What follows belongs to an exercise in optimizing a design on an open flow for small area, a short achievable clock period and few clock cycles per item; a production flow would make more cautious choices. At most, simulation tests tie the RTL to the original design; equivalence was not proved. Power figures rest on the tool's default switching activity, not on a simulated workload.

## ct_meas
module ct_meas (
    input  wire        clk,
    input  wire        rst,         
    input  wire        start,       
    input  wire        mode,        
    input  wire [1:0]  chan,        
    input  wire [15:0] raw,         
    output reg         ready,
    output reg         done,
    output reg         accept,
    output reg  [1:0]  chan_next,
    output wire [34:0] ohms,
    output wire [15:0] vmv,
    output wire [27:0] digits,      
    output reg         alert
);
Size in the first run: about 150 flip-flops, ~0.011 mm² of cells after synthesis.
Settings: LEC_CHECK=0, CAP_MARGIN=20, CORE_MARGIN=2, CORE_UTILIZATION=40, CTS_BUF_LIST=sky130_fd_sc_hd__clkbuf_4 sky130_fd_sc_hd__clkbuf_8, SETUP_SLACK_MARGIN=5, SLEW_MARGIN=20; clock period 10.0 ns.
standard.sh (not shown) runs the stock make flow with config.mk's settings and CLKGATE_MAP_FILE= SYNTH_SCRIPT=/design/flow/synth_recipe.tcl, a recipe that flattens the netlist after the stock synthesis.
==> flow/flow/run.sh <==
#!/bin/bash
# Own flow: the standard layout (standard synthesis unchanged), with
# - port buffers of a plain buffer cell (every port still gets one).
set -euo pipefail
MARGIN=$(cat flow/margin.txt)
PORTBUF=$(cat flow/portbuf.txt)
bash standard.sh SETUP_SLACK_MARGIN="$MARGIN" "BUFFER_PORTS_ARGS=-buffer_cell $PORTBUF" finish > flow_standard.log 2>&1
==> flow/flow/margin.txt <==
6.25
==> flow/flow/portbuf.txt <==
sky130_fd_sc_hd__buf_2
Testbench counts at the start, summed over its fixed seeds: cycles 29,389, items 2,048.
Rerun with:
--- a/flow/design.v
+++ b/flow/design.v
@@ -89,13 +89,13 @@
             default: kc = 20'd668000;
         endcase
     end
     wire [3:0]  vidx  = cnt[3:0] - (neg ? 4'd3 : 4'd2);
     wire [14:0] vtail = neg ? 15'd25600 : 15'd8192;
     wire [5:0]  kidx  = cnt - 6'd18;
-    wire        xb_nx = take ? xb_init :
+    wire        xb_nx = ready ? xb_init :
                         md ? (cnt >= (neg ? 6'd3 : 6'd2) && vtail[vidx])
                            : (cnt >= 6'd18 && kc[kidx[4:0]]);
     wire        sgn   = rem[26];
     wire [26:0] t     = {rem[25:0], xb};
     wire [26:0] dvs   = md ? VDIV : {11'd0, s};
     wire [27:0] ad_w  = {t, 1'b1} + {dvs ^ {27{!sgn}}, !sgn};    
@@ -145,21 +145,21 @@
         for (g = 0; g < 6; g = g + 1) begin : dcarry
             assign dcy[g] = xs[4*g+4] ^ bcd[4*g+4] ^ kb6[4*g+4];
         end
     endgenerate
     assign dcy[6] = bc_w[29];
     always @(posedge clk) begin
-        if (take) begin
+        if (ready) begin
             s   <= raw;
             ch  <= chan;
             md  <= mode;
             slo <= in_lo;
             shi <= in_hi;
         end
-        rem   <= take ? rem_init : rem_n;
-        cnt   <= take ? cnt_init : cnt - 6'd1;
+        rem   <= ready ? rem_init : rem_n;
+        cnt   <= ready ? cnt_init : cnt - 6'd1;
         xb    <= xb_nx;
         qd    <= qb;
         step1 <= take && !in_nodiv;
         step2 <= step1;
         if (state != F_IDLE && (step1 || state == F_NODIV)) begin
             b_md  <= md;
After rerunning: Via count grows by about 4.6%; sequential share of layout area shrinks by 0.45 points; die area grows by about 2%; area after synthesis is higher by about 2.2%; sequential cell count is unchanged; synthesized cell count goes up by 2.3%; fmax went up by about 1.1%; core utilization came out lower by 0.34 points; final area went up by 2.0%; routed wire length climbs by about 8%; power falls by 16%.
Testbench counts after the change, summed over its fixed seeds: cycles 29,389, items 2,048.

ct_meas, a different RTL version from the one above (not shown whole).
For scale: roughly 1300 cells after synthesis, about 150 flip-flops, about 0.011 sq mm of cells after synthesis.
clock: 10.0 ns
lec_check: 0
cap_margin: 20
core_margin: 2
core_utilization: 60
cts_buf_list: sky130_fd_sc_hd__clkbuf_4 sky130_fd_sc_hd__clkbuf_8
place_density: 0.75
setup_slack_margin: 5
slew_margin: 20
Scripts as last shown in full above: flow/flow/run.sh, flow/flow/margin.txt, flow/flow/portbuf.txt
Testbench counts at the start, summed over its fixed seeds: cycles 28,021, items 2,048.
Edit:
--- a/flow/design.v
+++ b/flow/design.v
@@ -44,41 +44,54 @@
         for (g = 0; g < 7; g = g + 1) begin : dout
             assign digits[4*g +: 4] = dfix[g] ? bcd[4*g +: 4] - 4'd6 : bcd[4*g +: 4];
         end
     endgenerate
     wire take = start && ready;
     wire signed [15:0] sraw = raw;
     wire in_lo  = (sraw <= 16'sd8000);
     wire in_hi  = (sraw >= 16'sd24000);
     wire in_pos = !raw[15] && (raw != 16'd0);
     wire in_acc = (!in_lo && !in_hi) || (chan == 2'd3 && in_lo) ||
                   (chan == 2'd0 && in_hi);
     wire in_nodiv = !mode && (!in_acc || !in_pos);
-    wire [1:0] lsel = raw[14] ? 2'd3 : (raw[13] || chan != 2'd3) ? 2'd2 :
-                      raw[12] ? 2'd1 : 2'd0;
+    reg [2:0] lsel;
+    always @(*) begin
+        case (chan)
+            2'd0: lsel = {2'd0, raw[14]};
+            2'd1: lsel = (raw[14] && (raw[13] || raw[12])) ? 3'd2 :
+                         (raw[14] || (raw[13] && (raw[12] || raw[11]))) ? 3'd1 : 3'd0;
+            2'd2: lsel = {2'd0, raw[14] || (raw[13] && raw[12] && raw[11])};
+            default:
+                  lsel = raw[14] ? 3'd5 : raw[13] ? 3'd4 : raw[12] ? 3'd3 :
+                         raw[11] ? 3'd2 : raw[10] ? 3'd1 : 3'd0;
+        endcase
+    end
     reg [15:0] r_init;
     reg [5:0]  k_init;
     reg        x_init;
     always @(*) begin
         case ({chan, lsel})
-            {2'd0, 2'd3}: begin r_init = 16'd31552 | {11'd0, raw[15:11]}; k_init = 6'd11; x_init = raw[10]; end
-            {2'd0, 2'd2}: begin r_init = 16'd15776 | {12'd0, raw[15:12]}; k_init = 6'd12; x_init = raw[11]; end
-            {2'd1, 2'd3}: begin r_init = 16'd19500 | {15'd0, raw[15:15]}; k_init = 6'd15; x_init = raw[14]; end
-            {2'd1, 2'd2}: begin r_init = 16'd9750; k_init = 6'd16; x_init = raw[15]; end
-            {2'd2, 2'd3}: begin r_init = 16'd25000; k_init = 6'd18; x_init = 1'b0; end
-            {2'd2, 2'd2}: begin r_init = 16'd12500; k_init = 6'd19; x_init = 1'b0; end
-            {2'd3, 2'd3}: begin r_init = 16'd20875; k_init = 6'd21; x_init = 1'b0; end
-            {2'd3, 2'd2}: begin r_init = 16'd10437; k_init = 6'd22; x_init = 1'b1; end
-            {2'd3, 2'd1}: begin r_init = 16'd5218; k_init = 6'd23; x_init = 1'b1; end
-            {2'd3, 2'd0}: begin r_init = 16'd1; k_init = 6'd35; x_init = 1'b0; end
+            {2'd0, 3'd1}: begin r_init = 16'd31552 | {11'd0, raw[15:11]}; k_init = 6'd11; x_init = raw[10]; end
+            {2'd0, 3'd0}: begin r_init = 16'd15776 | {12'd0, raw[15:12]}; k_init = 6'd12; x_init = raw[11]; end
+            {2'd1, 3'd2}: begin r_init = 16'd39000 | {14'd0, raw[15:14]}; k_init = 6'd14; x_init = raw[13]; end
+            {2'd1, 3'd1}: begin r_init = 16'd19500 | {15'd0, raw[15:15]}; k_init = 6'd15; x_init = raw[14]; end
+            {2'd1, 3'd0}: begin r_init = 16'd9750; k_init = 6'd16; x_init = raw[15]; end
+            {2'd2, 3'd1}: begin r_init = 16'd25000; k_init = 6'd18; x_init = 1'b0; end
+            {2'd2, 3'd0}: begin r_init = 16'd12500; k_init = 6'd19; x_init = 1'b0; end
+            {2'd3, 3'd5}: begin r_init = 16'd20875; k_init = 6'd21; x_init = 1'b0; end
+            {2'd3, 3'd4}: begin r_init = 16'd10437; k_init = 6'd22; x_init = 1'b1; end
+            {2'd3, 3'd3}: begin r_init = 16'd5218; k_init = 6'd23; x_init = 1'b1; end
+            {2'd3, 3'd2}: begin r_init = 16'd2609; k_init = 6'd24; x_init = 1'b0; end
+            {2'd3, 3'd1}: begin r_init = 16'd1304; k_init = 6'd25; x_init = 1'b1; end
+            {2'd3, 3'd0}: begin r_init = 16'd1; k_init = 6'd35; x_init = 1'b0; end
             default: begin r_init = 16'bx; k_init = 6'bx; x_init = 1'bx; end
         endcase
     end
     wire [26:0] rem_init = mode ? {1'b0, {raw, 10'd746} ^ {26{raw[15]}}} : {11'd0, r_init};
     wire [5:0]  cnt_init = mode ? 6'd15 : k_init;
     wire        xb_init  = mode ? raw[15] : x_init;
     wire       acc_i = md || (!slo && !shi) || (ch == 2'd3 && slo) ||
                        (ch == 2'd0 && shi);
     wire [1:0] cn_i  = (md || acc_i) ? ch : slo ? ch + 2'd1 : ch - 2'd1;
     reg [19:0] kc;
     always @(*) begin
         case (ch)
Effect: Clock-buffer cell count stays the same. Maximum frequency went down slightly. Via count went up slightly. Sequential power went up slightly. Sequential share of layout area went down by 0.51 points. Register-to-register slack is better by 0.09 ns. Power went up by roughly a tenth. Final area went up slightly. Worst hold slack is better by 0.0034 ns. Flip-flop and latch count does not change. Worst setup slack is worse by 0.015 ns. Clock power went up by roughly a tenth. Global-route usage went up by 0.70 points.
Only the layout flow was run in the second run of this note; the RTL was not checked for function there.

## re-timing with driven ports
How much do the figures lean on ideal ports? The routed layouts below were timed once more, with nothing changed but the port constraints.
Step 1 (the two cells are an assumption about what drives the block):
set clk [get_ports {clk}]
set_driving_cell -lib_cell sky130_fd_sc_hd__clkbuf_16 $clk
set_driving_cell -lib_cell sky130_fd_sc_hd__buf_2 [delete_from_list [all_inputs] $clk]
Step 2 times the ports against the registers' clock, not the clock port: input delays grow and output delays shrink by t, the midpoint of the rising clock arrivals with the driver on.
a / b / c = ideal / step 1 / step 2; a / b = the first two.
run | shift t [ns] | slack for setup (ns) | hold slack, ns | slew at the worst register clock pin (ns)
the first run of note 1 | 0.494 | 6.303 / 6.267 / 5.773 | 0.349 / 0.349 / 0.349 | 0.10 / 0.10
the second run of note 1 | 0.488 | 6.343 / 6.299 / 5.894 | 0.351 / 0.351 / 0.351 | 0.11 / 0.11
the first run of note 2 | 0.503 | 6.339 / 6.299 / 5.859 | 0.348 / 0.348 / 0.348 | 0.09 / 0.09
the second run of note 2 | 0.492 | 6.323 / 6.286 / 5.869 | 0.351 / 0.351 / 0.351 | 0.09 / 0.09
After both steps every run listed still meets setup and hold. The setup slack of the first run of note 1, which loses most, moves by -0.036 ns with the drivers and by -0.530 ns with both steps.
